Source: an optimization exercise on an open RTL-to-GDS flow (aim: small area). Production flows keep margins and buffers that such runs may drop. In this exercise RTL edits were held to simulation tests only and were not proved equivalent to the original. No activity file was given, so power comes from the tool's default toggle rates.

==> design.v <==
module command_segments (
    input  wire [7:0]  pc,
    input  wire [2:0]  dens,
    output wire [50:0] o
);
    command_rom u_rom (.pc0(pc[0]), .pc1(pc[1]), .pc2(pc[2]), .pc3(pc[3]), .pc4(pc[4]), .pc5(pc[5]), .pc6(pc[6]), .pc7(pc[7]), .dn0(dens[0]), .dn1(dens[1]), .dn2(dens[2]), .m(o[0]), .d(o[1]), .we(o[2]), .sp0(o[3]), .sp1(o[4]), .off0(o[5]), .off1(o[6]), .off2(o[7]), .off3(o[8]), .off4(o[9]), .off5(o[10]), .off6(o[11]), .off7(o[12]), .off8(o[13]), .dat0(o[14]), .dat1(o[15]), .dat2(o[16]), .dat3(o[17]), .dat4(o[18]), .dat5(o[19]), .dat6(o[20]), .dat7(o[21]), .dat8(o[22]), .dat9(o[23]), .dat10(o[24]), .dat11(o[25]), .dat12(o[26]), .dat13(o[27]), .dat14(o[28]), .dat15(o[29]), .dat16(o[30]), .dat17(o[31]), .dat18(o[32]), .dat19(o[33]), .dat20(o[34]), .dat21(o[35]), .dat22(o[36]), .dat23(o[37]), .dat24(o[38]), .dat25(o[39]), .dat26(o[40]), .dat27(o[41]), .dat28(o[42]), .dat29(o[43]), .dat30(o[44]), .dat31(o[45]), .rs0(o[46]), .rmw(o[47]), .eval(o[48]), .fin(o[49]), .l0(o[50]));
endmodule
module command_rom ( 
    pc0, pc1, pc2, pc3, pc4, pc5, pc6, pc7, dn0, dn1, dn2,
    m, d, we, sp0, sp1, off0, off1, off2, off3, off4, off5, off6, off7,
    off8, dat0, dat1, dat2, dat3, dat4, dat5, dat6, dat7, dat8, dat9,
    dat10, dat11, dat12, dat13, dat14, dat15, dat16, dat17, dat18, dat19,
    dat20, dat21, dat22, dat23, dat24, dat25, dat26, dat27, dat28, dat29,
    dat30, dat31, rs0, rmw, eval, fin, l0  );
  input  pc0, pc1, pc2, pc3, pc4, pc5, pc6, pc7, dn0, dn1, dn2;
  output m, d, we, sp0, sp1, off0, off1, off2, off3, off4, off5, off6, off7,
    off8, dat0, dat1, dat2, dat3, dat4, dat5, dat6, dat7, dat8, dat9,
    dat10, dat11, dat12, dat13, dat14, dat15, dat16, dat17, dat18, dat19,
    dat20, dat21, dat22, dat23, dat24, dat25, dat26, dat27, dat28, dat29,
    dat30, dat31, rs0, rmw, eval, fin, l0;
  wire new_n64, new_n65, new_n66, new_n67, new_n68, new_n69, new_n70,
    new_n71, new_n72, new_n73, new_n74, new_n75, new_n76, new_n77, new_n78,
    new_n79, new_n80, new_n81, new_n82, new_n83, new_n84, new_n85, new_n86,
    new_n87, new_n88, new_n89, new_n90, new_n91, new_n92, new_n93, new_n94,
    new_n95, new_n96, new_n97, new_n98, new_n99, new_n100, new_n101,
    new_n103, new_n104, new_n105, new_n106, new_n107, new_n108, new_n109,
    new_n110, new_n111, new_n112, new_n113, new_n114, new_n115, new_n116,
    new_n117, new_n119, new_n120, new_n121, new_n122, new_n123, new_n124,
    new_n126, new_n127, new_n128, new_n129, new_n130, new_n131, new_n132,
    new_n133, new_n134, new_n135, new_n136, new_n137, new_n138, new_n139,
    new_n140, new_n141, new_n142, new_n143, new_n144, new_n145, new_n146,
    new_n147, new_n148, new_n149, new_n150, new_n151, new_n152, new_n153,
    new_n154, new_n156, new_n157, new_n158, new_n159, new_n160, new_n161,
    new_n162, new_n163, new_n164, new_n165, new_n166, new_n167, new_n168,
    new_n169, new_n170, new_n171, new_n172, new_n173, new_n175, new_n176,
    new_n177, new_n178, new_n180, new_n181, new_n182, new_n183, new_n184,
    new_n185, new_n186, new_n187, new_n188, new_n189, new_n190, new_n191,
    new_n192, new_n193, new_n194, new_n195, new_n196, new_n197, new_n198,
    new_n199, new_n200, new_n201, new_n202, new_n203, new_n204, new_n205,
    new_n206, new_n207, new_n208, new_n209, new_n210, new_n211, new_n212,
    new_n213, new_n214, new_n215, new_n216, new_n217, new_n218, new_n219,
    new_n220, new_n221, new_n223, new_n224, new_n225, new_n226, new_n227,
    new_n228, new_n229, new_n230, new_n231, new_n232, new_n233, new_n234,
    new_n235, new_n236, new_n237, new_n238, new_n239, new_n240, new_n241,
    new_n242, new_n243, new_n244, new_n245, new_n246, new_n247, new_n248,
    new_n249, new_n250, new_n251, new_n252, new_n253, new_n254, new_n255,
    new_n256, new_n257, new_n258, new_n259, new_n260, new_n261, new_n262,
    new_n263, new_n264, new_n265, new_n266, new_n267, new_n268, new_n269,
    new_n270, new_n271, new_n272, new_n273, new_n274, new_n275, new_n276,
    new_n278, new_n279, new_n280, new_n281, new_n282, new_n283, new_n284,
    new_n285, new_n286, new_n287, new_n288, new_n289, new_n290, new_n291,
    new_n292, new_n293, new_n294, new_n295, new_n296, new_n297, new_n298,
    new_n299, new_n300, new_n301, new_n303, new_n304, new_n305, new_n306,
    new_n307, new_n308, new_n309, new_n310, new_n311, new_n312, new_n313,
    new_n314, new_n315, new_n316, new_n317, new_n318, new_n319, new_n320,
    new_n321, new_n322, new_n323, new_n324, new_n325, new_n326, new_n327,
    new_n329, new_n330, new_n331, new_n332, new_n333, new_n334, new_n335,
    new_n336, new_n337, new_n338, new_n339, new_n340, new_n341, new_n342,
    new_n343, new_n344, new_n345, new_n346, new_n347, new_n348, new_n349,
    new_n350, new_n351, new_n353, new_n354, new_n355, new_n356, new_n357,
    new_n358, new_n359, new_n360, new_n361, new_n362, new_n363, new_n365,
    new_n366, new_n367, new_n368, new_n369, new_n370, new_n371, new_n372,
    new_n373, new_n374, new_n375, new_n376, new_n377, new_n378, new_n379,
    new_n380, new_n381, new_n382, new_n383, new_n384, new_n385, new_n388,
    new_n389, new_n390, new_n391, new_n392, new_n393, new_n394, new_n395,
    new_n396, new_n397, new_n398, new_n399, new_n400, new_n402, new_n403,
    new_n404, new_n405, new_n406, new_n407, new_n408, new_n409, new_n410,
    new_n412, new_n413, new_n414, new_n415, new_n416, new_n417, new_n418,
    new_n419, new_n420, new_n421, new_n422, new_n423, new_n424, new_n425,
    new_n426, new_n427, new_n428, new_n429, new_n430, new_n431, new_n432,
    new_n433, new_n434, new_n435, new_n436, new_n437, new_n438, new_n439,
    new_n440, new_n441, new_n442, new_n443, new_n444, new_n445, new_n446,
    new_n447, new_n448, new_n449, new_n450, new_n451, new_n452, new_n453,
    new_n454, new_n455, new_n456, new_n457, new_n458, new_n459, new_n460,
    new_n461, new_n462, new_n463, new_n464, new_n465, new_n466, new_n467,
    new_n468, new_n469, new_n470, new_n472, new_n473, new_n474, new_n475,
    new_n476, new_n477, new_n478, new_n479, new_n480, new_n481, new_n482,
    new_n483, new_n484, new_n485, new_n486, new_n487, new_n488, new_n489,
    new_n490, new_n491, new_n492, new_n493, new_n494, new_n495, new_n496,
    new_n497, new_n498, new_n499, new_n500, new_n501, new_n502, new_n503,
    new_n504, new_n505, new_n506, new_n507, new_n508, new_n509, new_n510,
    new_n511, new_n512, new_n513, new_n514, new_n515, new_n516, new_n517,
    new_n518, new_n519, new_n520, new_n521, new_n522, new_n523, new_n524,
    new_n526, new_n527, new_n528, new_n529, new_n530, new_n531, new_n532,
    new_n533, new_n534, new_n535, new_n536, new_n537, new_n538, new_n539,
    new_n540, new_n541, new_n542, new_n543, new_n544, new_n545, new_n546,
    new_n547, new_n548, new_n549, new_n550, new_n551, new_n552, new_n553,
    new_n554, new_n555, new_n556, new_n557, new_n558, new_n559, new_n560,
    new_n561, new_n563, new_n564, new_n565, new_n566, new_n567, new_n568,
    new_n569, new_n570, new_n571, new_n572, new_n573, new_n574, new_n575,
    new_n576, new_n577, new_n578, new_n579, new_n580, new_n581, new_n582,
    new_n583, new_n584, new_n586, new_n587, new_n588, new_n589, new_n590,
    new_n591, new_n592, new_n593, new_n594, new_n595, new_n596, new_n597,
    new_n598, new_n599, new_n600, new_n601, new_n602, new_n604, new_n605,
    new_n606, new_n607, new_n608, new_n610, new_n611, new_n612, new_n613,
    new_n614, new_n615, new_n616, new_n617, new_n618, new_n619, new_n620,
    new_n621, new_n622, new_n623, new_n624, new_n626, new_n627, new_n628,
    new_n629, new_n630, new_n631, new_n632, new_n633, new_n634, new_n635,
    new_n636, new_n637, new_n638, new_n639, new_n641, new_n642, new_n643,
    new_n644, new_n645, new_n646, new_n647, new_n648, new_n649, new_n650,
    new_n652, new_n653, new_n655, new_n656, new_n657, new_n658, new_n659,
    new_n660, new_n661, new_n662, new_n663, new_n664, new_n665, new_n666,
    new_n667, new_n668, new_n669, new_n670, new_n671, new_n672, new_n673,
    new_n675, new_n676, new_n677, new_n678, new_n679, new_n680, new_n681,
    new_n682, new_n683, new_n684, new_n685, new_n686, new_n687, new_n688,
    new_n689, new_n690, new_n692, new_n693, new_n694, new_n695, new_n696,
    new_n698, new_n699, new_n700, new_n701, new_n703, new_n704, new_n705,
    new_n706, new_n707, new_n708, new_n709, new_n712, new_n714, new_n715,
    new_n716, new_n717, new_n718, new_n719, new_n720, new_n721, new_n722,
    new_n723, new_n724, new_n725, new_n726, new_n727, new_n728, new_n729,
    new_n730, new_n731, new_n733, new_n734, new_n735, new_n736, new_n737,
    new_n738, new_n739, new_n740, new_n742, new_n743, new_n745, new_n746,
    new_n747, new_n748, new_n749, new_n751, new_n752, new_n753, new_n754,
    new_n756, new_n757, new_n758, new_n759, new_n760, new_n762, new_n763,
    new_n765, new_n766, new_n767, new_n768, new_n769, new_n770, new_n771,
    new_n772, new_n773, new_n775, new_n776, new_n777, new_n778, new_n779,
    new_n780, new_n782;
  assign new_n64 = pc1 & pc2;
  assign new_n65 = ~pc0 & ~pc3;
  assign new_n66 = ~new_n64 & new_n65;
  assign new_n67 = pc4 & pc6;
  assign new_n68 = pc0 & pc1;
  assign new_n69 = ~new_n67 & ~new_n68;
  assign new_n70 = ~new_n66 & ~new_n69;
  assign new_n71 = ~pc0 & ~pc1;
  assign new_n72 = ~pc1 & ~pc3;
  assign new_n73 = ~new_n71 & ~new_n72;
  assign new_n74 = ~pc1 & pc3;
  assign new_n75 = ~pc2 & new_n74;
  assign new_n76 = pc2 & ~pc3;
  assign new_n77 = ~pc0 & pc1;
  assign new_n78 = new_n76 & ~new_n77;
  assign new_n79 = ~new_n71 & ~new_n78;
  assign new_n80 = ~new_n75 & new_n79;
  assign new_n81 = new_n73 & ~new_n80;
  assign new_n82 = new_n70 & ~new_n81;
  assign new_n83 = ~pc2 & pc3;
  assign new_n84 = ~pc0 & new_n83;
  assign new_n85 = pc5 & pc6;
  assign new_n86 = pc1 & ~pc2;
  assign new_n87 = new_n85 & new_n86;
  assign new_n88 = new_n84 & new_n87;
  assign new_n89 = pc0 & ~pc2;
  assign new_n90 = ~pc5 & ~pc6;
  assign new_n91 = ~pc3 & ~pc4;
  assign new_n92 = new_n90 & new_n91;
  assign new_n93 = ~pc7 & new_n92;
  assign new_n94 = new_n89 & new_n93;
  assign new_n95 = ~new_n88 & ~new_n94;
  assign new_n96 = pc5 & new_n67;
  assign new_n97 = ~pc0 & new_n85;
  assign new_n98 = pc2 & pc3;
  assign new_n99 = new_n97 & new_n98;
  assign new_n100 = ~new_n96 & ~new_n99;
  assign new_n101 = new_n95 & new_n100;
  assign d = ~new_n82 & ~new_n101;
  assign new_n103 = ~dn0 & ~dn1;
  assign new_n104 = ~dn2 & new_n103;
  assign new_n105 = ~pc5 & new_n104;
  assign new_n106 = ~new_n68 & new_n98;
  assign new_n107 = ~pc1 & ~new_n104;
  assign new_n108 = new_n106 & ~new_n107;
  assign new_n109 = ~new_n105 & new_n108;
  assign new_n110 = ~d & ~new_n109;
  assign new_n111 = ~new_n85 & ~new_n90;
  assign new_n112 = pc4 & ~new_n111;
  assign new_n113 = pc0 & ~pc4;
  assign new_n114 = ~pc5 & new_n113;
  assign new_n115 = ~new_n97 & ~new_n114;
  assign new_n116 = ~new_n112 & new_n115;
  assign new_n117 = ~pc7 & ~new_n116;
  assign m = new_n110 | ~new_n117;
  assign new_n119 = ~pc1 & pc2;
  assign new_n120 = ~new_n86 & ~new_n119;
  assign new_n121 = pc3 & ~new_n120;
  assign new_n122 = new_n96 & new_n121;
  assign new_n123 = new_n89 & new_n92;
  assign new_n124 = pc1 & new_n123;
  assign we = ~new_n122 & ~new_n124;
  assign new_n126 = pc1 & pc3;
  assign new_n127 = ~pc1 & new_n76;
  assign new_n128 = pc4 & ~new_n86;
  assign new_n129 = ~new_n127 & new_n128;
  assign new_n130 = ~new_n126 & ~new_n129;
  assign new_n131 = pc2 & pc4;
  assign new_n132 = new_n126 & new_n131;
  assign new_n133 = new_n85 & ~new_n132;
  assign new_n134 = ~new_n130 & new_n133;
  assign new_n135 = ~pc0 & ~pc4;
  assign new_n136 = new_n90 & new_n135;
  assign new_n137 = ~new_n85 & ~new_n136;
  assign new_n138 = new_n72 & ~new_n137;
  assign new_n139 = pc4 & pc5;
  assign new_n140 = ~pc6 & new_n139;
  assign new_n141 = new_n68 & new_n140;
  assign new_n142 = ~new_n138 & ~new_n141;
  assign new_n143 = pc2 & ~new_n142;
  assign new_n144 = pc5 & new_n86;
  assign new_n145 = ~pc3 & pc6;
  assign new_n146 = ~new_n144 & ~new_n145;
  assign new_n147 = ~pc0 & pc4;
  assign new_n148 = ~new_n85 & new_n147;
  assign new_n149 = ~new_n146 & new_n148;
  assign new_n150 = ~new_n123 & ~new_n149;
  assign new_n151 = ~pc4 & pc6;
  assign new_n152 = ~pc5 & new_n151;
  assign new_n153 = ~pc2 & ~pc3;
  assign new_n154 = new_n152 & new_n153;
  assign dat13 = new_n71 & new_n154;
  assign new_n156 = pc6 & new_n71;
  assign new_n157 = pc3 & pc5;
  assign new_n158 = new_n120 & new_n157;
  assign new_n159 = ~new_n156 & new_n158;
  assign new_n160 = ~dat13 & ~new_n159;
  assign new_n161 = new_n150 & new_n160;
  assign new_n162 = ~new_n143 & new_n161;
  assign new_n163 = pc3 & new_n64;
  assign new_n164 = ~new_n91 & ~new_n163;
  assign new_n165 = ~pc0 & pc7;
  assign new_n166 = ~new_n164 & new_n165;
  assign new_n167 = ~new_n67 & new_n68;
  assign new_n168 = pc4 & ~pc5;
  assign new_n169 = new_n98 & new_n168;
  assign new_n170 = new_n167 & new_n169;
  assign new_n171 = new_n90 & ~new_n170;
  assign new_n172 = ~new_n166 & new_n171;
  assign new_n173 = new_n162 & new_n172;
  assign sp0 = new_n134 | new_n173;
  assign new_n175 = pc2 & ~new_n71;
  assign new_n176 = ~pc4 & new_n85;
  assign new_n177 = new_n126 & new_n176;
  assign new_n178 = ~new_n93 & ~new_n177;
  assign sp1 = ~new_n175 & ~new_n178;
  assign new_n180 = ~pc2 & pc5;
  assign new_n181 = ~pc3 & pc4;
  assign new_n182 = pc5 & new_n72;
  assign new_n183 = ~new_n181 & ~new_n182;
  assign new_n184 = ~new_n180 & ~new_n183;
  assign new_n185 = ~new_n75 & ~new_n184;
  assign new_n186 = ~pc6 & ~new_n185;
  assign new_n187 = pc4 & new_n86;
  assign new_n188 = ~pc5 & new_n76;
  assign new_n189 = ~new_n87 & ~new_n188;
  assign new_n190 = ~pc2 & ~pc6;
  assign new_n191 = ~pc5 & new_n190;
  assign new_n192 = new_n189 & ~new_n191;
  assign new_n193 = new_n187 & new_n192;
  assign new_n194 = ~pc4 & ~pc6;
  assign new_n195 = new_n163 & new_n194;
  assign new_n196 = ~pc5 & new_n195;
  assign new_n197 = pc3 & new_n176;
  assign new_n198 = ~new_n87 & ~new_n197;
  assign new_n199 = ~new_n196 & new_n198;
  assign new_n200 = we & new_n199;
  assign new_n201 = ~new_n193 & new_n200;
  assign new_n202 = ~new_n186 & new_n201;
  assign new_n203 = ~pc0 & ~new_n202;
  assign new_n204 = ~pc1 & pc6;
  assign new_n205 = pc4 & new_n204;
  assign new_n206 = pc0 & ~new_n205;
  assign new_n207 = pc5 & ~pc6;
  assign new_n208 = ~new_n76 & new_n207;
  assign new_n209 = ~new_n119 & ~new_n188;
  assign new_n210 = ~new_n208 & new_n209;
  assign new_n211 = new_n206 & ~new_n210;
  assign new_n212 = new_n202 & new_n211;
  assign new_n213 = ~new_n76 & new_n205;
  assign new_n214 = new_n127 & new_n151;
  assign new_n215 = pc2 & ~pc6;
  assign new_n216 = pc3 & ~new_n215;
  assign new_n217 = new_n68 & new_n216;
  assign new_n218 = ~new_n214 & ~new_n217;
  assign new_n219 = ~new_n213 & new_n218;
  assign new_n220 = ~pc5 & ~new_n219;
  assign new_n221 = ~new_n212 & ~new_n220;
  assign off0 = new_n203 | ~new_n221;
  assign new_n223 = ~pc0 & new_n152;
  assign new_n224 = ~pc2 & ~new_n223;
  assign new_n225 = ~new_n134 & new_n224;
  assign new_n226 = ~new_n77 & new_n176;
  assign new_n227 = pc1 & ~pc6;
  assign new_n228 = ~new_n168 & new_n227;
  assign new_n229 = new_n68 & ~new_n90;
  assign new_n230 = new_n228 & ~new_n229;
  assign new_n231 = pc2 & ~new_n230;
  assign new_n232 = ~new_n226 & new_n231;
  assign new_n233 = ~pc3 & ~new_n232;
  assign new_n234 = ~new_n225 & new_n233;
  assign new_n235 = pc2 & ~pc5;
  assign new_n236 = pc0 & ~pc1;
  assign new_n237 = ~new_n235 & ~new_n236;
  assign new_n238 = ~pc1 & ~pc5;
  assign new_n239 = ~new_n151 & ~new_n238;
  assign new_n240 = new_n216 & new_n239;
  assign new_n241 = ~new_n237 & new_n240;
  assign new_n242 = ~pc5 & pc6;
  assign new_n243 = new_n76 & new_n242;
  assign new_n244 = new_n147 & new_n243;
  assign new_n245 = ~pc4 & new_n207;
  assign new_n246 = new_n163 & new_n245;
  assign new_n247 = ~new_n244 & ~new_n246;
  assign new_n248 = pc0 & new_n168;
  assign new_n249 = pc6 & new_n86;
  assign new_n250 = new_n248 & new_n249;
  assign new_n251 = new_n247 & ~new_n250;
  assign new_n252 = ~new_n241 & new_n251;
  assign new_n253 = ~new_n234 & new_n252;
  assign new_n254 = new_n68 & new_n90;
  assign new_n255 = ~new_n91 & new_n254;
  assign new_n256 = ~new_n83 & ~new_n255;
  assign new_n257 = ~pc4 & new_n156;
  assign new_n258 = ~pc4 & pc5;
  assign new_n259 = new_n228 & ~new_n258;
  assign new_n260 = pc3 & ~new_n259;
  assign new_n261 = ~new_n257 & new_n260;
  assign new_n262 = ~new_n256 & ~new_n261;
  assign new_n263 = ~new_n140 & ~new_n242;
  assign new_n264 = new_n76 & ~new_n263;
  assign new_n265 = ~new_n169 & ~new_n264;
  assign new_n266 = new_n236 & ~new_n265;
  assign new_n267 = pc0 & ~pc3;
  assign new_n268 = new_n204 & new_n267;
  assign new_n269 = new_n258 & new_n268;
  assign new_n270 = pc4 & ~pc6;
  assign new_n271 = new_n238 & new_n270;
  assign new_n272 = ~new_n87 & ~new_n271;
  assign new_n273 = ~pc0 & ~new_n272;
  assign new_n274 = ~new_n269 & ~new_n273;
  assign new_n275 = ~new_n266 & new_n274;
  assign new_n276 = ~new_n262 & new_n275;
  assign off1 = ~new_n253 | ~new_n276;
  assign new_n278 = new_n68 & new_n145;
  assign new_n279 = new_n253 & new_n278;
  assign new_n280 = pc1 & new_n242;
  assign new_n281 = pc3 & pc4;
  assign new_n282 = ~new_n91 & ~new_n281;
  assign new_n283 = new_n280 & ~new_n282;
  assign new_n284 = ~new_n245 & ~new_n283;
  assign new_n285 = ~new_n86 & ~new_n284;
  assign new_n286 = ~pc1 & pc4;
  assign new_n287 = pc3 & new_n119;
  assign new_n288 = ~new_n111 & new_n287;
  assign new_n289 = pc3 & new_n89;
  assign new_n290 = new_n90 & new_n236;
  assign new_n291 = ~new_n289 & ~new_n290;
  assign new_n292 = ~new_n288 & new_n291;
  assign new_n293 = ~pc5 & new_n74;
  assign new_n294 = new_n292 & new_n293;
  assign new_n295 = new_n83 & new_n90;
  assign new_n296 = ~new_n294 & ~new_n295;
  assign new_n297 = ~new_n286 & ~new_n296;
  assign new_n298 = ~new_n285 & ~new_n297;
  assign new_n299 = pc4 & ~new_n292;
  assign new_n300 = new_n162 & ~new_n299;
  assign new_n301 = new_n298 & new_n300;
  assign off2 = new_n279 | ~new_n301;
  assign new_n303 = ~new_n80 & new_n85;
  assign new_n304 = ~pc7 & ~new_n154;
  assign new_n305 = ~new_n71 & ~new_n304;
  assign new_n306 = new_n139 & new_n153;
  assign new_n307 = ~new_n70 & new_n306;
  assign new_n308 = ~new_n305 & ~new_n307;
  assign new_n309 = ~new_n303 & new_n308;
  assign new_n310 = pc2 & ~new_n65;
  assign new_n311 = ~new_n67 & ~new_n194;
  assign new_n312 = ~new_n310 & ~new_n311;
  assign new_n313 = pc4 & new_n289;
  assign new_n314 = ~new_n312 & ~new_n313;
  assign new_n315 = pc1 & pc5;
  assign new_n316 = ~new_n314 & new_n315;
  assign new_n317 = ~pc0 & pc3;
  assign new_n318 = new_n67 & ~new_n317;
  assign new_n319 = ~pc2 & new_n318;
  assign new_n320 = ~new_n120 & new_n168;
  assign new_n321 = ~new_n319 & new_n320;
  assign new_n322 = new_n238 & new_n318;
  assign new_n323 = new_n127 & new_n258;
  assign new_n324 = ~new_n288 & ~new_n323;
  assign new_n325 = ~new_n322 & new_n324;
  assign new_n326 = ~new_n321 & new_n325;
  assign new_n327 = ~new_n316 & new_n326;
  assign off3 = ~new_n309 | ~new_n327;
  assign new_n329 = new_n72 & new_n85;
  assign new_n330 = off1 & new_n329;
  assign new_n331 = ~new_n74 & ~new_n89;
  assign new_n332 = ~new_n134 & new_n331;
  assign new_n333 = new_n67 & ~new_n332;
  assign new_n334 = new_n157 & new_n194;
  assign new_n335 = new_n68 & new_n245;
  assign new_n336 = ~new_n334 & ~new_n335;
  assign new_n337 = ~new_n333 & new_n336;
  assign new_n338 = new_n153 & ~new_n272;
  assign new_n339 = new_n337 & new_n338;
  assign new_n340 = ~new_n153 & ~new_n337;
  assign new_n341 = new_n204 & new_n248;
  assign new_n342 = ~pc1 & pc7;
  assign new_n343 = ~new_n195 & ~new_n342;
  assign new_n344 = ~new_n341 & new_n343;
  assign new_n345 = ~pc6 & new_n168;
  assign new_n346 = ~new_n152 & ~new_n345;
  assign new_n347 = new_n121 & ~new_n346;
  assign new_n348 = ~new_n307 & ~new_n347;
  assign new_n349 = new_n344 & new_n348;
  assign new_n350 = ~new_n340 & new_n349;
  assign new_n351 = ~new_n339 & new_n350;
  assign off4 = new_n330 | ~new_n351;
  assign new_n353 = ~pc1 & new_n301;
  assign new_n354 = pc1 & new_n65;
  assign new_n355 = ~pc5 & new_n354;
  assign new_n356 = new_n67 & ~new_n250;
  assign new_n357 = ~new_n355 & new_n356;
  assign new_n358 = ~new_n353 & new_n357;
  assign new_n359 = new_n130 & new_n345;
  assign new_n360 = new_n98 & new_n207;
  assign new_n361 = ~new_n154 & ~new_n360;
  assign new_n362 = ~new_n359 & new_n361;
  assign new_n363 = new_n309 & new_n362;
  assign off5 = new_n358 | ~new_n363;
  assign new_n365 = ~pc5 & new_n163;
  assign new_n366 = pc1 & ~pc3;
  assign new_n367 = ~new_n190 & new_n366;
  assign new_n368 = ~new_n281 & ~new_n367;
  assign new_n369 = pc2 & ~new_n270;
  assign new_n370 = ~new_n280 & ~new_n369;
  assign new_n371 = ~new_n368 & new_n370;
  assign new_n372 = ~new_n365 & new_n371;
  assign new_n373 = new_n116 & new_n268;
  assign new_n374 = new_n85 & new_n119;
  assign new_n375 = ~new_n342 & ~new_n374;
  assign new_n376 = ~new_n154 & new_n375;
  assign new_n377 = ~new_n98 & new_n139;
  assign new_n378 = ~pc2 & ~new_n68;
  assign new_n379 = new_n377 & ~new_n378;
  assign new_n380 = ~pc4 & new_n98;
  assign new_n381 = pc6 & new_n77;
  assign new_n382 = new_n380 & new_n381;
  assign new_n383 = ~new_n379 & ~new_n382;
  assign new_n384 = new_n376 & new_n383;
  assign new_n385 = ~new_n373 & new_n384;
  assign off6 = new_n372 | ~new_n385;
  assign fin = pc1 & pc7;
  assign new_n388 = pc3 & ~new_n135;
  assign new_n389 = ~new_n248 & ~new_n388;
  assign new_n390 = new_n64 & ~new_n389;
  assign new_n391 = ~pc1 & ~new_n98;
  assign new_n392 = ~pc4 & ~pc5;
  assign new_n393 = ~new_n157 & ~new_n392;
  assign new_n394 = new_n391 & new_n393;
  assign new_n395 = new_n113 & new_n144;
  assign new_n396 = ~new_n147 & new_n153;
  assign new_n397 = pc6 & ~new_n396;
  assign new_n398 = ~new_n395 & new_n397;
  assign new_n399 = ~new_n394 & new_n398;
  assign new_n400 = ~new_n390 & new_n399;
  assign off7 = fin | new_n400;
  assign new_n402 = ~new_n156 & ~new_n167;
  assign new_n403 = new_n98 & ~new_n402;
  assign new_n404 = new_n392 & ~new_n403;
  assign new_n405 = ~pc0 & ~pc2;
  assign new_n406 = new_n121 & ~new_n405;
  assign new_n407 = pc6 & ~new_n377;
  assign new_n408 = ~new_n406 & new_n407;
  assign new_n409 = ~new_n134 & new_n408;
  assign new_n410 = ~new_n404 & new_n409;
  assign off8 = pc7 | new_n410;
  assign new_n412 = ~new_n104 & new_n317;
  assign new_n413 = new_n140 & new_n153;
  assign new_n414 = ~new_n104 & new_n413;
  assign new_n415 = ~new_n295 & ~new_n414;
  assign new_n416 = pc1 & ~new_n145;
  assign new_n417 = ~new_n189 & new_n416;
  assign new_n418 = new_n415 & ~new_n417;
  assign new_n419 = pc0 & ~new_n418;
  assign new_n420 = pc2 & new_n67;
  assign new_n421 = new_n238 & new_n420;
  assign new_n422 = new_n204 & new_n392;
  assign new_n423 = ~pc2 & new_n422;
  assign new_n424 = ~new_n421 & ~new_n423;
  assign new_n425 = pc0 & ~new_n104;
  assign new_n426 = ~new_n77 & ~new_n425;
  assign new_n427 = pc2 & ~new_n267;
  assign new_n428 = new_n245 & new_n427;
  assign new_n429 = ~new_n426 & new_n428;
  assign new_n430 = new_n424 & ~new_n429;
  assign new_n431 = ~new_n419 & new_n430;
  assign new_n432 = ~new_n412 & ~new_n431;
  assign new_n433 = ~new_n168 & new_n229;
  assign new_n434 = ~new_n90 & ~new_n238;
  assign new_n435 = ~new_n68 & ~new_n113;
  assign new_n436 = ~new_n434 & new_n435;
  assign new_n437 = ~new_n433 & ~new_n436;
  assign new_n438 = new_n98 & ~new_n437;
  assign new_n439 = dn0 & dn1;
  assign new_n440 = ~new_n103 & ~new_n439;
  assign new_n441 = pc0 & new_n440;
  assign new_n442 = new_n103 & new_n119;
  assign new_n443 = ~new_n86 & new_n91;
  assign new_n444 = ~new_n236 & new_n242;
  assign new_n445 = new_n443 & new_n444;
  assign new_n446 = ~new_n442 & new_n445;
  assign new_n447 = ~new_n441 & new_n446;
  assign new_n448 = new_n78 & new_n140;
  assign new_n449 = new_n75 & new_n270;
  assign new_n450 = ~new_n448 & ~new_n449;
  assign new_n451 = new_n104 & ~new_n450;
  assign new_n452 = ~new_n447 & ~new_n451;
  assign new_n453 = ~new_n438 & new_n452;
  assign new_n454 = new_n153 & new_n227;
  assign new_n455 = ~new_n74 & ~new_n454;
  assign new_n456 = pc4 & ~new_n455;
  assign new_n457 = ~new_n420 & ~new_n456;
  assign new_n458 = new_n354 & ~new_n457;
  assign new_n459 = ~pc0 & new_n270;
  assign new_n460 = new_n74 & ~new_n104;
  assign new_n461 = new_n459 & new_n460;
  assign new_n462 = new_n98 & new_n139;
  assign new_n463 = new_n190 & new_n392;
  assign new_n464 = ~new_n462 & ~new_n463;
  assign new_n465 = pc1 & ~new_n464;
  assign new_n466 = ~pc7 & ~new_n250;
  assign new_n467 = ~new_n465 & new_n466;
  assign new_n468 = ~new_n461 & new_n467;
  assign new_n469 = ~new_n458 & new_n468;
  assign new_n470 = new_n453 & new_n469;
  assign dat0 = new_n432 | ~new_n470;
  assign new_n472 = new_n76 & new_n77;
  assign new_n473 = new_n68 & new_n157;
  assign new_n474 = ~new_n287 & ~new_n473;
  assign new_n475 = ~new_n472 & new_n474;
  assign new_n476 = new_n194 & ~new_n425;
  assign new_n477 = ~new_n475 & new_n476;
  assign new_n478 = new_n413 & ~new_n426;
  assign new_n479 = new_n87 & new_n289;
  assign new_n480 = pc1 & ~new_n147;
  assign new_n481 = ~pc5 & new_n83;
  assign new_n482 = ~new_n270 & new_n481;
  assign new_n483 = ~new_n480 & new_n482;
  assign new_n484 = ~new_n479 & ~new_n483;
  assign new_n485 = ~new_n478 & new_n484;
  assign new_n486 = ~new_n477 & new_n485;
  assign new_n487 = new_n152 & new_n403;
  assign new_n488 = pc1 & new_n487;
  assign new_n489 = ~new_n104 & ~new_n236;
  assign new_n490 = ~new_n120 & new_n489;
  assign new_n491 = ~new_n317 & ~new_n490;
  assign new_n492 = new_n140 & ~new_n491;
  assign new_n493 = pc0 & new_n163;
  assign new_n494 = new_n207 & new_n493;
  assign new_n495 = pc1 & new_n99;
  assign new_n496 = ~new_n421 & ~new_n495;
  assign new_n497 = ~new_n494 & new_n496;
  assign new_n498 = ~new_n492 & new_n497;
  assign new_n499 = ~new_n488 & new_n498;
  assign new_n500 = new_n486 & new_n499;
  assign new_n501 = ~new_n67 & ~new_n181;
  assign new_n502 = ~new_n275 & ~new_n501;
  assign new_n503 = ~pc1 & ~dn2;
  assign new_n504 = ~pc0 & new_n76;
  assign new_n505 = ~new_n503 & new_n504;
  assign new_n506 = ~new_n76 & ~new_n83;
  assign new_n507 = new_n71 & ~new_n506;
  assign new_n508 = ~new_n505 & new_n507;
  assign new_n509 = ~pc1 & ~new_n508;
  assign new_n510 = new_n243 & ~new_n509;
  assign new_n511 = new_n188 & new_n433;
  assign new_n512 = ~dn2 & ~new_n440;
  assign new_n513 = new_n511 & new_n512;
  assign new_n514 = new_n510 & ~new_n513;
  assign new_n515 = new_n181 & new_n242;
  assign new_n516 = new_n68 & new_n515;
  assign new_n517 = ~new_n514 & ~new_n516;
  assign new_n518 = pc2 & new_n194;
  assign new_n519 = ~new_n456 & ~new_n518;
  assign new_n520 = ~pc5 & ~new_n519;
  assign new_n521 = new_n424 & ~new_n520;
  assign new_n522 = pc0 & ~new_n521;
  assign new_n523 = new_n517 & ~new_n522;
  assign new_n524 = ~new_n502 & new_n523;
  assign dat1 = ~new_n500 | ~new_n524;
  assign new_n526 = new_n168 & ~new_n484;
  assign new_n527 = new_n71 & new_n360;
  assign new_n528 = ~pc4 & new_n104;
  assign new_n529 = new_n527 & new_n528;
  assign new_n530 = ~new_n526 & ~new_n529;
  assign new_n531 = new_n187 & ~new_n415;
  assign new_n532 = new_n83 & new_n335;
  assign new_n533 = ~new_n104 & new_n532;
  assign new_n534 = ~pc4 & ~new_n533;
  assign new_n535 = new_n111 & new_n366;
  assign new_n536 = ~new_n293 & ~new_n329;
  assign new_n537 = ~new_n535 & new_n536;
  assign new_n538 = ~pc0 & ~new_n537;
  assign new_n539 = ~new_n104 & new_n527;
  assign new_n540 = pc5 & new_n289;
  assign new_n541 = ~new_n539 & ~new_n540;
  assign new_n542 = ~new_n538 & new_n541;
  assign new_n543 = ~new_n534 & ~new_n542;
  assign new_n544 = ~new_n531 & ~new_n543;
  assign new_n545 = new_n530 & new_n544;
  assign new_n546 = ~pc4 & new_n510;
  assign new_n547 = new_n77 & new_n334;
  assign new_n548 = ~new_n451 & ~new_n547;
  assign new_n549 = pc2 & ~new_n548;
  assign new_n550 = ~new_n546 & ~new_n549;
  assign new_n551 = ~new_n83 & ~new_n131;
  assign new_n552 = new_n204 & ~new_n551;
  assign new_n553 = ~new_n472 & ~new_n552;
  assign new_n554 = ~pc5 & ~new_n553;
  assign new_n555 = ~new_n207 & new_n403;
  assign new_n556 = ~new_n144 & new_n181;
  assign new_n557 = new_n206 & new_n556;
  assign new_n558 = ~new_n555 & ~new_n557;
  assign new_n559 = ~new_n554 & new_n558;
  assign new_n560 = ~new_n414 & ~new_n559;
  assign new_n561 = new_n550 & ~new_n560;
  assign dat2 = ~new_n545 | ~new_n561;
  assign new_n563 = ~new_n421 & ~new_n488;
  assign new_n564 = new_n90 & new_n106;
  assign new_n565 = new_n68 & new_n190;
  assign new_n566 = ~new_n564 & ~new_n565;
  assign new_n567 = pc5 & ~new_n91;
  assign new_n568 = new_n104 & new_n567;
  assign new_n569 = ~new_n392 & ~new_n568;
  assign new_n570 = ~new_n566 & ~new_n569;
  assign new_n571 = new_n242 & new_n505;
  assign new_n572 = ~new_n76 & ~new_n238;
  assign new_n573 = new_n459 & ~new_n572;
  assign new_n574 = ~new_n516 & ~new_n573;
  assign new_n575 = ~new_n539 & new_n574;
  assign new_n576 = ~new_n571 & new_n575;
  assign new_n577 = ~new_n570 & new_n576;
  assign new_n578 = new_n204 & ~new_n489;
  assign new_n579 = ~new_n147 & ~new_n578;
  assign new_n580 = ~new_n454 & ~new_n481;
  assign new_n581 = ~new_n579 & ~new_n580;
  assign new_n582 = new_n95 & ~new_n529;
  assign new_n583 = ~new_n581 & new_n582;
  assign new_n584 = new_n577 & new_n583;
  assign dat3 = ~new_n563 | ~new_n584;
  assign new_n586 = ~pc2 & new_n71;
  assign new_n587 = ~pc3 & new_n245;
  assign new_n588 = new_n586 & new_n587;
  assign new_n589 = new_n73 & new_n180;
  assign new_n590 = ~new_n68 & ~new_n71;
  assign new_n591 = ~pc3 & ~new_n235;
  assign new_n592 = ~new_n590 & new_n591;
  assign new_n593 = ~new_n589 & ~new_n592;
  assign new_n594 = new_n67 & ~new_n593;
  assign new_n595 = ~new_n487 & ~new_n594;
  assign new_n596 = ~pc3 & new_n180;
  assign new_n597 = pc0 & ~new_n596;
  assign new_n598 = ~new_n595 & new_n597;
  assign new_n599 = ~new_n588 & ~new_n598;
  assign new_n600 = ~new_n228 & ~new_n422;
  assign new_n601 = ~pc0 & ~new_n414;
  assign new_n602 = ~new_n600 & ~new_n601;
  assign dat30 = new_n71 & new_n462;
  assign new_n604 = new_n104 & dat30;
  assign new_n605 = new_n154 & new_n236;
  assign new_n606 = new_n207 & ~new_n286;
  assign new_n607 = new_n504 & new_n606;
  assign new_n608 = ~new_n605 & ~new_n607;
  assign dat22 = new_n604 | ~new_n608;
  assign new_n610 = ~new_n602 & ~dat22;
  assign new_n611 = pc2 & ~new_n600;
  assign new_n612 = ~new_n267 & ~new_n611;
  assign new_n613 = ~new_n610 & new_n612;
  assign new_n614 = ~dn2 & new_n442;
  assign new_n615 = ~new_n74 & ~new_n380;
  assign new_n616 = ~new_n614 & new_n615;
  assign new_n617 = ~pc0 & new_n90;
  assign new_n618 = ~new_n616 & new_n617;
  assign new_n619 = new_n496 & ~new_n618;
  assign new_n620 = new_n147 & ~new_n192;
  assign new_n621 = ~pc4 & new_n539;
  assign new_n622 = ~new_n620 & ~new_n621;
  assign new_n623 = new_n619 & new_n622;
  assign new_n624 = ~new_n613 & new_n623;
  assign dat4 = ~new_n599 | ~new_n624;
  assign new_n626 = ~new_n99 & ~new_n594;
  assign new_n627 = new_n246 & new_n425;
  assign new_n628 = ~new_n588 & ~new_n627;
  assign new_n629 = ~new_n621 & new_n628;
  assign new_n630 = new_n626 & new_n629;
  assign new_n631 = new_n76 & ~new_n104;
  assign new_n632 = ~new_n84 & ~new_n631;
  assign new_n633 = ~pc1 & ~new_n632;
  assign new_n634 = new_n136 & new_n633;
  assign new_n635 = new_n454 & new_n568;
  assign new_n636 = ~pc0 & new_n635;
  assign new_n637 = ~new_n94 & ~new_n636;
  assign new_n638 = ~new_n634 & new_n637;
  assign new_n639 = new_n630 & new_n638;
  assign dat5 = ~new_n563 | ~new_n639;
  assign new_n641 = pc1 & new_n307;
  assign new_n642 = ~d & new_n641;
  assign new_n643 = ~pc1 & d;
  assign new_n644 = ~pc5 & new_n65;
  assign new_n645 = ~new_n74 & ~new_n644;
  assign new_n646 = new_n420 & ~new_n645;
  assign new_n647 = new_n628 & ~new_n646;
  assign new_n648 = new_n582 & new_n647;
  assign new_n649 = ~new_n598 & new_n648;
  assign new_n650 = ~new_n643 & new_n649;
  assign dat6 = new_n642 | ~new_n650;
  assign new_n652 = ~new_n247 & new_n426;
  assign new_n653 = new_n95 & ~new_n652;
  assign dat7 = ~new_n599 | ~new_n653;
  assign new_n655 = new_n120 & ~new_n631;
  assign new_n656 = new_n267 & ~new_n655;
  assign new_n657 = ~new_n75 & ~new_n656;
  assign new_n658 = new_n140 & ~new_n657;
  assign new_n659 = pc1 & ~new_n414;
  assign new_n660 = new_n658 & new_n659;
  assign new_n661 = ~new_n163 & ~new_n633;
  assign new_n662 = new_n140 & ~new_n661;
  assign new_n663 = new_n93 & new_n236;
  assign new_n664 = ~new_n447 & ~new_n663;
  assign new_n665 = ~dn2 & ~new_n439;
  assign new_n666 = new_n84 & new_n152;
  assign new_n667 = ~pc1 & new_n666;
  assign new_n668 = new_n665 & new_n667;
  assign new_n669 = new_n77 & new_n414;
  assign new_n670 = ~new_n668 & ~new_n669;
  assign new_n671 = new_n664 & new_n670;
  assign new_n672 = ~new_n598 & new_n671;
  assign new_n673 = ~new_n662 & new_n672;
  assign dat8 = new_n660 | ~new_n673;
  assign new_n675 = new_n77 & ~new_n569;
  assign new_n676 = ~new_n298 & new_n675;
  assign new_n677 = ~new_n131 & ~new_n517;
  assign new_n678 = ~new_n107 & ~new_n236;
  assign new_n679 = ~new_n425 & ~new_n678;
  assign new_n680 = new_n76 & new_n679;
  assign new_n681 = ~new_n84 & ~new_n493;
  assign new_n682 = ~new_n680 & new_n681;
  assign new_n683 = new_n140 & ~new_n682;
  assign new_n684 = ~pc3 & new_n141;
  assign new_n685 = ~new_n104 & new_n684;
  assign new_n686 = ~new_n666 & ~new_n685;
  assign new_n687 = ~new_n488 & new_n686;
  assign new_n688 = new_n637 & new_n687;
  assign new_n689 = ~new_n683 & new_n688;
  assign new_n690 = ~new_n677 & new_n689;
  assign dat9 = new_n676 | ~new_n690;
  assign new_n692 = ~new_n121 & new_n140;
  assign new_n693 = ~new_n120 & new_n590;
  assign new_n694 = new_n692 & new_n693;
  assign new_n695 = ~new_n635 & ~new_n666;
  assign new_n696 = ~new_n694 & new_n695;
  assign dat10 = ~new_n550 | ~new_n696;
  assign new_n698 = ~pc2 & ~new_n665;
  assign new_n699 = new_n223 & ~new_n698;
  assign new_n700 = ~new_n684 & ~new_n699;
  assign new_n701 = new_n331 & ~new_n505;
  assign dat11 = ~new_n700 & ~new_n701;
  assign new_n703 = ~dat13 & ~new_n487;
  assign new_n704 = pc2 & new_n516;
  assign new_n705 = new_n515 & ~new_n704;
  assign new_n706 = new_n140 & new_n472;
  assign new_n707 = ~new_n170 & ~new_n706;
  assign new_n708 = new_n104 & ~new_n707;
  assign new_n709 = ~new_n705 & ~new_n708;
  assign dat12 = ~new_n703 | ~new_n709;
  assign dat14 = dat13 | new_n706;
  assign new_n712 = new_n77 & new_n462;
  assign dat15 = dat13 | new_n712;
  assign new_n714 = ~dn1 & new_n76;
  assign new_n715 = pc0 & ~dn2;
  assign new_n716 = new_n714 & new_n715;
  assign new_n717 = ~dn0 & new_n716;
  assign new_n718 = ~new_n508 & ~new_n717;
  assign new_n719 = ~new_n181 & ~new_n263;
  assign new_n720 = ~new_n569 & new_n719;
  assign new_n721 = ~new_n718 & new_n720;
  assign new_n722 = ~new_n539 & ~new_n721;
  assign new_n723 = new_n245 & new_n367;
  assign new_n724 = ~new_n72 & ~new_n163;
  assign new_n725 = new_n140 & ~new_n724;
  assign new_n726 = ~new_n723 & ~new_n725;
  assign new_n727 = ~new_n601 & ~new_n726;
  assign new_n728 = new_n532 & ~new_n665;
  assign new_n729 = new_n439 & new_n511;
  assign new_n730 = ~new_n728 & ~new_n729;
  assign new_n731 = ~new_n727 & new_n730;
  assign dat16 = ~new_n722 | ~new_n731;
  assign new_n733 = ~pc4 & ~new_n722;
  assign new_n734 = new_n440 & new_n532;
  assign new_n735 = ~new_n511 & ~new_n734;
  assign new_n736 = ~new_n733 & new_n735;
  assign new_n737 = ~new_n533 & new_n736;
  assign new_n738 = ~new_n513 & ~new_n737;
  assign new_n739 = ~new_n538 & new_n692;
  assign new_n740 = ~new_n419 & new_n739;
  assign dat17 = new_n738 | new_n740;
  assign new_n742 = new_n89 & ~new_n726;
  assign new_n743 = ~new_n170 & ~new_n742;
  assign dat18 = ~new_n736 | ~new_n743;
  assign new_n745 = ~new_n527 & ~new_n667;
  assign new_n746 = new_n141 & new_n153;
  assign new_n747 = new_n422 & new_n714;
  assign new_n748 = ~new_n425 & new_n747;
  assign new_n749 = ~new_n746 & ~new_n748;
  assign dat19 = ~new_n745 | ~new_n749;
  assign new_n751 = ~new_n440 & new_n532;
  assign new_n752 = new_n508 & new_n747;
  assign new_n753 = ~new_n539 & ~new_n706;
  assign new_n754 = ~new_n752 & new_n753;
  assign dat20 = new_n751 | ~new_n754;
  assign new_n756 = new_n462 & new_n679;
  assign new_n757 = new_n335 & ~new_n506;
  assign new_n758 = ~new_n698 & new_n757;
  assign new_n759 = ~new_n704 & ~new_n758;
  assign new_n760 = ~new_n756 & new_n759;
  assign dat21 = ~new_n530 | ~new_n760;
  assign new_n762 = new_n462 & new_n590;
  assign new_n763 = new_n113 & new_n454;
  assign dat23 = new_n762 | new_n763;
  assign new_n765 = new_n152 & new_n716;
  assign new_n766 = new_n67 & new_n406;
  assign new_n767 = ~new_n765 & ~new_n766;
  assign new_n768 = dn0 & new_n64;
  assign new_n769 = ~new_n767 & ~new_n768;
  assign new_n770 = new_n586 & new_n720;
  assign new_n771 = ~new_n170 & ~new_n729;
  assign new_n772 = ~new_n770 & new_n771;
  assign new_n773 = ~new_n769 & new_n772;
  assign dat24 = new_n660 | ~new_n773;
  assign new_n775 = ~new_n665 & new_n768;
  assign new_n776 = ~dat13 & ~new_n666;
  assign new_n777 = ~new_n511 & new_n776;
  assign new_n778 = new_n767 & new_n777;
  assign new_n779 = ~new_n775 & ~new_n778;
  assign new_n780 = ~new_n658 & ~new_n712;
  assign dat25 = new_n779 | ~new_n780;
  assign new_n782 = ~new_n631 & new_n684;
  assign dat26 = ~new_n778 | new_n782;
  assign dat27 = new_n667 | new_n769;
  assign dat31 = new_n154 & new_n590;
  assign rs0 = ~pc6 | new_n405;
  assign rmw = new_n127 & new_n136;
  assign eval = new_n97 & new_n132;
  assign l0 = ~new_n332 & new_n504;
  assign dat28 = 1'b0;
  assign dat29 = 1'b0;
endmodule
module phy_training_engine (
    input  wire        clk,
    input  wire        ld_s0,
    input  wire        ld_w,
    input  wire [31:0] rdata,
    output reg  [31:0] s0,
    output wire        pred
);
    reg [4:0]  win;
    wire [16:0] b, bh;
    wire [15:0] d, dh;
    assign b[0]  = 1'b0;
    assign bh[0] = 1'b0;
    genvar i;
    generate
        for (i = 0; i < 16; i = i + 1) begin : g_b
            assign d[i]    = rdata[i] ^ s0[i] ^ b[i];
            assign b[i+1]  = (~rdata[i] & s0[i]) | (~(rdata[i] ^ s0[i]) & b[i]);
            assign dh[i]   = rdata[16+i] ^ s0[16+i] ^ bh[i];
            assign bh[i+1] = (~rdata[16+i] & s0[16+i]) | (~(rdata[16+i] ^ s0[16+i]) & bh[i]);
        end
    endgenerate
    wire h_zero = ~|dh[15:1] & ~bh[16];             
    wire h_ones = &dh & bh[16];                     
    wire hz = ~|d[15:3] & h_zero & (b[16] ? dh[0] : ~dh[0]);
    wire ho = &d[15:3] & (b[16] ? (h_zero & ~dh[0]) : h_ones);
    wire in_pos = hz && (d[2:0] <= 3'd4);
    wire in_neg = ho && d[2];
    wire signed [3:0] off = {ho, d[2:0]};
    wire [4:0] ok;
    genvar k;
    generate
        for (k = 0; k < 5; k = k + 1) begin : g_w
            assign ok[k] = (in_pos | in_neg) && (off >= k - 4) && (off <= k);
        end
    endgenerate
    always @(posedge clk) begin
        if (ld_s0) begin
            s0  <= rdata;
            win <= 5'b11111;
        end else if (ld_w) begin
            win <= win & ok;
        end
    end
    assign pred = !s0[7] && (|win);
endmodule
module ddr_controller_init_fsm (
    input  wire        clk,
    input  wire        rst,
    input  wire        start,
    input  wire [2:0]  density,
    output wire        busy,
    output wire        done,
    output wire        converged,
    output wire        err,
    output wire [3:0]  err_code,
    output wire [6:0]  attempts,
    output wire [31:0] status,
    output wire        m_req,
    output wire        m_we,
    output wire [31:0] m_addr,
    output wire [31:0] m_wdata,
    input  wire [31:0] m_rdata,
    input  wire        m_ack,
    output wire        d_req,
    output wire [31:0] d_ns,
    input  wire        d_done
);
    localparam [7:0] PC_ST = 8'd0;
    localparam [7:0] PC_L0 = PC_ST + 8'd118, PC_P0 = PC_ST + 8'd127;
    reg        busy_r, done_r, err_r, conv_r;
    reg  [2:0] dens;
    reg  [6:0] attempt;
    reg  [7:0] pc;
    wire [50:0] o;
    command_segments u_seg (.pc(pc), .dens(dens), .o(o));
    wire        c_m   = o[0];
    wire        c_d   = o[1];
    wire        c_we  = o[2];
    wire [1:0]  c_sp  = o[4:3];
    wire [8:0]  c_off = o[13:5];
    wire [31:0] c_data = o[45:14];
    wire        c_rs0 = o[46];
    wire        c_rmw = o[47];
    wire        c_eval = o[48];
    wire        c_fin = o[49];
    wire        c_l0  = o[50];
    wire        xfer_m = m_req & m_ack;
    wire        xfer   = xfer_m | (d_req & d_done) | (busy_r & ~c_m & ~c_d);
    wire        pred;
    wire [31:0] s0;
    phy_training_engine u_trn (
        .clk(clk),
        .ld_s0(xfer_m & c_rs0),
        .ld_w (xfer_m & ~c_rs0),
        .rdata(m_rdata),
        .s0(s0),
        .pred(pred)
    );
    wire [7:0] pc_inc;
    wire [6:0] att_inc;
    genvar gi;
    generate
        for (gi = 0; gi < 8; gi = gi + 1) begin : g_pci
            if (gi == 0) begin : g0
                assign pc_inc[gi] = ~pc[gi];
            end else begin : gn
                assign pc_inc[gi] = pc[gi] ^ (&pc[gi-1:0]);
            end
        end
        for (gi = 0; gi < 7; gi = gi + 1) begin : g_ati
            if (gi == 0) begin : g0
                assign att_inc[gi] = ~attempt[gi];
            end else begin : gn
                assign att_inc[gi] = attempt[gi] ^ (&attempt[gi-1:0]);
            end
        end
    endgenerate
    wire eval_exit = pred | (attempt == 7'd100);
    always @(posedge clk) begin
        if (rst) begin
            busy_r  <= 1'b0;
            done_r  <= 1'b0;
            err_r   <= 1'b0;
            conv_r  <= 1'b0;
            dens    <= 3'd0;
            attempt <= 7'd0;
        end else if (!busy_r) begin
            if (start && !done_r && !err_r) begin
                dens <= density;
                pc   <= PC_ST;
                if (density > 3'd4) err_r  <= 1'b1;
                else                busy_r <= 1'b1;
            end
        end else if (xfer) begin
            if (c_l0) attempt <= att_inc;
            if (c_eval) begin
                conv_r <= pred;
                pc     <= eval_exit ? PC_P0 : PC_L0;
            end else if (c_fin) begin
                busy_r <= 1'b0;
                done_r <= 1'b1;
            end else begin
                pc <= pc_inc;
            end
        end
    end
    assign m_req   = busy_r & c_m;
    assign d_req   = busy_r & c_d;
    assign m_we    = c_we;
    assign m_addr  = {6'b010000, c_sp, 13'd0, c_off, 2'b00};
    assign m_wdata = c_data | ({s0[31:6], 2'b00, s0[3:0]} & {32{c_rmw}});
    assign d_ns    = c_data;
    assign busy      = busy_r;
    assign done      = done_r;
    assign converged = conv_r;
    assign err       = err_r;
    assign err_code  = {3'b000, err_r};
    assign attempts  = attempt;
    assign status    = {8'd0, 3'b000, err_r, 1'b0, dens, done_r, 1'b0, done_r, 1'b0,
                        1'b0, attempt, err_r, conv_r, done_r, busy_r};
endmodule
==> flow/run.sh <==
#!/bin/bash
set -e
export BUFFER_PORTS_ARGS="-buffer_cell sky130_fd_sc_hd__buf_1"
export CTS_ARGS="-sink_clustering_enable -repair_clock_nets -dont_use_dummy_load -buf_list sky130_fd_sc_hd__clkbuf_8 -sink_clustering_size 30 -sink_clustering_max_diameter 100"
bash standard.sh > standard.log 2>&1
==> standard.sh <==
#!/bin/bash
# synth_recipe.tcl (not shown) runs the flow's synth.tcl, then flattens the netlist and writes it again
# the make line also repeats each setting of config.mk as NAME=value (left out here)
make -C /OpenROAD-flow-scripts/flow DESIGN_CONFIG=/design/flow/config.mk WORK_HOME=/design/flow/orfs CLKGATE_MAP_FILE= SYNTH_SCRIPT=/design/flow/synth_recipe.tcl "${@:-finish}"
==> config.mk <==
export PLATFORM = sky130hd
export DESIGN_NAME = ddr_controller_init_fsm
export DESIGN_NICKNAME = ddr_controller_init_fsm
export VERILOG_FILES = /design/flow/design.v
export SDC_FILE = /design/flow/constraint.sdc
export NUM_CORES = 4
export LEC_CHECK = 0
export CAP_MARGIN = 0
export CORE_MARGIN = 2
export CORE_UTILIZATION = 40
export SLEW_MARGIN = 0
==> constraint.sdc <==
create_clock -name core_clock -period 10.0 [get_ports {clk}]
set_input_delay 2.0000 -clock core_clock [delete_from_list [all_inputs] [get_ports {clk}]]
set_output_delay 2.0000 -clock core_clock [all_outputs]
set_load 0.01 [all_outputs]
==> results of run 1 <==
[registers in the layout (all words and copies together), names as in the netlist]
signal,flops
u_trn.s0,32
conv_r,1
pc,8
busy_r,1
attempt,7
u_trn.win,5
err_r,1
dens,3
done_r,1
[routing by layer]
| layer | wire length [um] | track usage [%] | vias up |
|---|---|---|---|
| met5 | 0 | 0 | - |
| met4 | 1690 | 16.2 | 0 |
| met3 | 3500 | 7.57 | 134 |
| met2 | 13000 | 43.8 | 614 |
| met1 | 12500 | 42.7 | 3634 |
| li1 | - | - | 3338 |
[cell usage after synthesis (7+ instances only)]
cell type	count	area, um2
o211ai_1	16	120
ha_1	33	413
fa_1	30	601
a31oi_1	17	106
inv_1	61	229
o21ai_0	52	260
a211oi_1	10	75.1
nor4_1	10	62.6
and2_1	10	62.6
o2111ai_1	7	61.3
buf_4	102	766
or4_1	8	60.1
nand2_1	69	259
nand4_1	25	156
a21oi_1	39	195
clkbuf_1	37	139
edfxtp_1	40	1200
nor2b_1	25	156
nor3_1	15	75.1
nand2b_1	25	156
dfxtp_1	19	380
a21o_1	29	218
buf_2	16	80.1
nor2_1	49	184
and3_1	9	56.3
nand3b_1	7	52.6
o31ai_1	8	60.1
nand3_1	37	185
o21a_1	7	52.6
o22ai_1	10	62.6
[area by class of cell]
type | instances | area share (%)
well taps | 229 | 3.73
inverters | 63 | 3.08
flip-flops and latches | 59 | 20.6
clock buffers | 9 | 1.61
multi-input cells | 689 | 62.2
repair buffers | 161 | 8.71
diodes | 1 | 0.0326
[per-stage QoR]
step	power, mW	cells
after floorplan	0.559	971
after global placement	0.650	1201
after detailed placement	0.647	1201
after CTS	0.823	1210
after global routing	0.866	1210
final	0.826	1211
[worst reg2reg max path, cell delays in order, from the launching register on]
cell,delay [ps]
edfxtp_1,370
ha_1,150
inv_1,50
fa_1,370
fa_1,400
fa_1,420
fa_1,420
fa_1,420
fa_1,410
fa_1,400
fa_1,390
fa_1,400
fa_1,400
fa_1,390
fa_1,390
fa_1,400
fa_1,390
fa_1,460
nor4_1,340
and4_1,270
nand3b_1,90
a2111oi_1,430
buf_4,200
a31oi_1,80
o211ai_1,160
[how the worst max path moves through the flow]
| stage | start | cells past startpoint | slack, ps | to |
|---|---|---|---|---|
| global route | m_rdata[16] | 26 | 110 | u_trn.win[3] |
| finish | m_rdata[16] | 26 | 360 | u_trn.win[1] |
| global placement | m_rdata[16] | 26 | 280 | u_trn.win[3] |
| detailed placement | m_rdata[16] | 26 | -10 | u_trn.win[1] |
| floorplan | m_rdata[16] | 24 | 530 | u_trn.win[1] |
| CTS | m_rdata[16] | 26 | 430 | u_trn.win[1] |
[where the power goes]
group / internal [mW] / switching [mW]
Clock: 0.0799 / 0.0912
Sequential: 0.282 / 0.0183
Combinational: 0.113 / 0.241
[cells by family (layout without fill, tap and decap cells)]
kind of cell	Yosys count	count (layout)	synth area share, %
AND/OR/NAND/NOR	318	318	23.0
AO/OA/AOI/OAI	258	258	24.2
XOR/XNOR	5	5	0.587
flip-flops	59	59	21.2
multiplexers	4	4	0.553
adder cells (fa/ha/maj)	63	63	13.6
buffers and inverters	223	233	16.8
other	2	42	0.101
[cell usage in the layout, fill, tap and decap left out, types with 17 or more instances in the layout]
cell type  Yosys  final
inv_1         61     61
a21oi_1       39     39
buf_4        102     17
a31oi_1       17     17
nor2_1        49     48
ha_1          33     33
nand3_1       37     37
buf_1          3    144
nand2_1       69     69
nand4_1       25     25
a21o_1        29     29
conb_1         2     41
nor2b_1       25     25
o21ai_0       52     52
fa_1          30     30
nand2b_1      25     25
dfxtp_1       19     19
edfxtp_1      40     40
==> results_dict.tcl, run 1 <==
set metrics [dict create \
    status "complete, no violations" \
    path_max_fanout 4 \
    slew_violations 0 \
    cts_tree "yes" \
    r2r_slack_ps 1760 \
    clk_pin_slew_ps 60 \
    endpoint_kind "flip-flop" \
    worst_slack_ps 364 \
    setup_tns_ps 0 \
    rows 49 \
    finalSetupViolations 0 \
    power_density_nw_per_um2 108 \
    antenna_left 0 \
    grt_pass1_vias 7276 \
    skew_ps 26.1 \
    critical_path.most_common_cell "fa_1" \
    place_ws_ps -12.4 \
    cp_slowest_cell "fa_1" \
    critPathArrivalTime_ps 9920 \
    vias 7720 \
    area_delta_synth_final_pct 2.83 \
    io_buffers 144 \
    async_reset_ff_share_pct 0 \
    syn_avg_cell_area_um2 8.01 \
    die-height_um 141 \
    ys_seq_area_share_pct 21.2 \
    coreArea_um2 18100 \
    n_fill_cell 1901 \
    period_minus_slack_ps 9640 \
    crit_family "adder cells" \
    drt_pass1_iterations 6 \
    reg2reg_from "u_trn.s0[16]" \
    cts_setup_buffers 0 \
    track_usage_pct 30.6 \
    syn_inst 932 \
    antenna_found_initial 1 \
    ys_ff_latch 59 \
    min_to "u_trn.win[4]" \
    pin_count 186 \
    synth_edf_count 40 \
    grt_pass1_wl_um 45900 \
    fin_crit_sh_pct 96.4 \
    gp_congestion 1.09 \
    seq_area_um2 1580 \
    cp.required_ps 10290 \
    r2r_cells 24 \
    initial_core_util_pct 41.1 \
    wl_per_cell_um 25.4 \
    holdWs_ps 467 \
    grt_setup_unrepaired "false" \
    worst_slew_pin_slew_ps 1110 \
    die-area_um2 19800 \
    ys.flop_type "edfxtp_1" \
    rr_endpoint "u_trn.win[1]" \
    critPathKind "input pin to flip-flop" \
    clock-root-buffer "clkbuf_8" \
    h-tree-depth 3 \
    yosysUniqueCellTypes 84 \
    relSlewSlack_pct 26.2 \
    cts_resized 0 \
    final_util_pct 42.3 \
    design_area_um2 7670 \
    crit_path_max_incr_delay_ps 450 \
    clock_latency_ps 370 \
    cts.sink_count 59 \
    cts_made_buffers 9 \
    placed_area_um2 7550 \
    grt_max_degree 50 \
    multi_input_area_um2 4770 \
    peakVddDrop_v 0.0000690 \
    hp-start "u_trn.win[4]" \
    hold_violations 0 \
    max_cap_viol_count 0 \
    syn_area_um2 7460 \
    clk_path_buf_depth 2 \
    globalRouteOverflowTotal 0 \
    startpoint_type "input pin" \
    via_per_inst 6.37 \
    hold_path_depth 2 \
    hpwl_um 22700 \
    cts_hold_buffers 0 \
    wl_um 30700 \
    drive_gt1_share_pct 4.49 \
    nNetsFinal 1086 \
    p_leak_nw 3.08 \
    fp.dieW_um 141 \
    max_freq_ghz 0.104 \
    path_buf_inv 4 \
    remaining_drc_errors 0 \
    drtIter0Drc 918 \
    yosysWarnings 2 \
    worstHoldPathType "flip-flop to flip-flop" \
]
==> run 2: changes to the inputs <==
==> flow/run.sh (replaced) <==
#!/bin/bash
set -e
export BUFFER_PORTS_ARGS="-buffer_cell sky130_fd_sc_hd__buf_1"
export CTS_ARGS="-sink_clustering_enable -repair_clock_nets -dont_use_dummy_load -buf_list sky130_fd_sc_hd__clkbuf_4 -sink_clustering_size 20 -sink_clustering_max_diameter 100"
bash standard.sh > standard.log 2>&1
--- a/config.mk
+++ b/config.mk
@@ -7,5 +7,5 @@
 export LEC_CHECK = 0
-export CAP_MARGIN = 0
+export CAP_MARGIN = 20
 export CORE_MARGIN = 2
 export CORE_UTILIZATION = 40
-export SLEW_MARGIN = 0
+export SLEW_MARGIN = 20
==> run 2 against run 1 <==
Compared with the run above:
- total power down 5.4%
- non-clock buffer count up 1
- global-route usage about the same
- setup slack better by 160 ps
- combinational power about the same
- sequential cell count unchanged
- register-to-register slack better by 80 ps
- wire length up 0.16%
- design area down 0.59%
- die area unchanged
- synthesized cell count unchanged
==> results_dict.tcl, run 2 <==
set metrics [dict create \
    status "complete, no violations" \
    final_util_pct 42.0 \
    hpwl_um 22700 \
    clock_latency_ps 430 \
    die-area_um2 19800 \
    largest_reg_flops 32 \
    cts.sink_count 59 \
    antenna_left 0 \
    syn_area_um2 7460 \
    holdWs_ps 479 \
    path_max_fanout 4 \
    period_minus_slack_ps 9480 \
    cts_made_buffers 9 \
    yosysWarnings 2 \
    worst_slack_ps 524 \
    drtIter0Drc 962 \
    io_buffers 144 \
    fp.dieW_um 141 \
    clk_pin_slew_ps 110 \
    syn_avg_cell_area_um2 8.01 \
    ys_seq_area_share_pct 21.2 \
    clk_path_buf_depth 2 \
    yosysMostFrequentCell "buf_4" \
    antenna_found_initial 1 \
    largestRegisters "u_trn.s0 x32, pc x8, attempt x7" \
    grt_setup_unrepaired "false" \
    finalPower_uw 781 \
    power_density_nw_per_um2 102 \
    remaining_drc_errors 0 \
    cts_hold_buffers 0 \
    slew_violations 0 \
    fin_crit_sh_pct 94.8 \
    synth_edf_count 40 \
    design_area_um2 7630 \
    area_delta_synth_final_pct 2.23 \
    ys_ff_latch 59 \
    drive_gt1_share_pct 4.58 \
    layout.cells.non_filler 1212 \
    startpoint_type "input pin" \
    wl_met3_um 3870 \
    die-height_um 141 \
    clock-root-buffer "clkbuf_4" \
    final_common_cell "buf_1" \
    cts_tree "yes" \
    h-tree-depth 3 \
    grt_pass1_wl_um 46000 \
    critPathArrivalTime_ps 9840 \
    top_layer "met4" \
    cts_resized 0 \
    worstHoldPathType "flip-flop to flip-flop" \
    drt_pass1_iterations 6 \
    endpoint_kind "flip-flop" \
    coreArea_um2 18100 \
    p_leak_nw 3.06 \
    synth_area_leader_cell "edfxtp_1" \
    peakVddDrop_v 0.0000551 \
    track_usage_pct 30.6 \
    async_reset_ff_share_pct 0 \
    syn_inst 932 \
    setup_tns_ps 0 \
    pin_count 186 \
    worst_slew_pin_slew_ps 999 \
    cp.required_ps 10360 \
    ys.flop_type "edfxtp_1" \
    post-place-cells 1202 \
    via_per_inst 6.35 \
    vias 7699 \
    placed_area_um2 7560 \
    globalRouteOverflowTotal 0 \
    synth_area_leaders "edfxtp_1 16%, buf_4 10%, fa_1 8.0%" \
    final_cell_mix "144 x buf_1, 69 x nand2_1, 61 x inv_1, 52 x o21ai_0, 48 x nor2_1" \
    max_freq_ghz 0.106 \
    initial_core_util_pct 41.1 \
    grt_pass1_vias 7270 \
    wl_per_cell_um 25.4 \
    rows 49 \
    r2r_slack_ps 1840 \
    m1WireLength_um 12300 \
    regMostFlops "u_trn.s0" \
    finalSetupViolations 0 \
    skew_ps 37.9 \
    cts_setup_buffers 0 \
    wl_um 30800 \
    critPathKind "input pin to flip-flop" \
    nNetsFinal 1087 \
    synth_largest_type_area_fraction_pct 16.1 \
    place_ws_ps 96.4 \
    yosysUniqueCellTypes 84 \
    hold_violations 0 \
    wl_met2_um 13300 \
    gp_congestion 1.09 \
    ys_top_cells_by_count "102 x buf_4, 69 x nand2_1, 61 x inv_1" \
    max_cap_viol_count 0 \
    grt_max_degree 50 \
    relSlewSlack_pct 33.1 \
]
## run 2: kinds of logic (layout without fill, tap and decap cells)
| group | after synthesis | in the layout | synth area share (%) |
|---|---|---|---|
| adders and majority gates | 63 | 63 | 13.6 |
| AOI/OAI and AO/OA | 258 | 258 | 24.2 |
| and+or+nand+nor | 318 | 318 | 23.0 |
| DFF | 59 | 59 | 21.2 |
| xor gates and xnor gates | 5 | 5 | 0.587 |
| muxes | 4 | 4 | 0.553 |
| buffers and inverters | 223 | 234 | 16.8 |
| other | 2 | 42 | 0.101 |
## run 2: layout make-up
cell class | instances | area [um2]
repair buffers | 162 | 679
multi-input cells | 689 | 4770
inverters | 63 | 236
clock buffers | 9 | 67.6
flip-flops and latches | 59 | 1580
diodes | 1 | 2.50
well taps | 229 | 287
fillers | 1940 | 10500
## run 2: worst paths after layout
| path | startpoint | end | cells past startpoint |
|---|---|---|---|
| worst max register to register | u_trn.s0[16] | u_trn.win[3] | 24 |
| worst min-delay path | u_trn.win[4] | u_trn.win[4] | 2 |
| worst max-delay path | m_rdata[16] | u_trn.win[3] | 26 |
| worst min register to register | u_trn.win[4] | u_trn.win[4] | 2 |
## run 2: critical path, cell delays in order
cell,delay (ps)
buf_1,100
inv_1,60
ha_1,140
inv_1,50
fa_1,370
fa_1,390
fa_1,420
fa_1,410
fa_1,420
fa_1,410
fa_1,400
fa_1,390
fa_1,390
fa_1,380
fa_1,380
fa_1,400
fa_1,400
fa_1,390
fa_1,460
nor4_1,280
and4_1,250
nand3b_1,80
a2111oi_1,410
buf_4,200
a31oi_1,80
o211ai_1,160
## run 2: power breakdown
group	total [mW]	internal [mW]	switching, mW
combinational	0.356	0.113	0.242
sequential	0.300	0.282	0.0185
clock	0.125	0.0417	0.0835
total	0.781	0.437	0.344
## run 2: metal layers
metal	vias to the layer above	global-route usage (%)
met1	3664	43.3
met2	605	45.0
li1	3334	-
met5	-	0
met3	96	7.30
met4	0	12.5

static timing again, ports no longer ideal:
The flow's constraints put no driver on any port. The routed layouts listed below were extracted and timed again, unchanged, in two steps. Step 1, drivers: a clkbuf_16 drives clk and a buf_2 each remaining input, both assumed. Step 2 also shifts input and output timing later by t, the mid clock arrival at the registers, as if the neighbouring blocks saw the same clock. Slacks: no drivers / after step 1 / after step 2; pairs: no drivers / after step 1.
run	shift t [ns]	slack for setup (ns)	worst setup path at the end	pins driven straight from the clock port
run 1	0.391	0.364 / 0.378 / -0.013	input to register	1
run 2	0.448	0.524 / 0.536 / 0.088	input to register	1
With both steps, setup timing fails in run 1, where it was met with ideal ports. The setup slack of run 2, which loses most, moves by +0.012 ns with the drivers and by -0.436 ns with both steps.
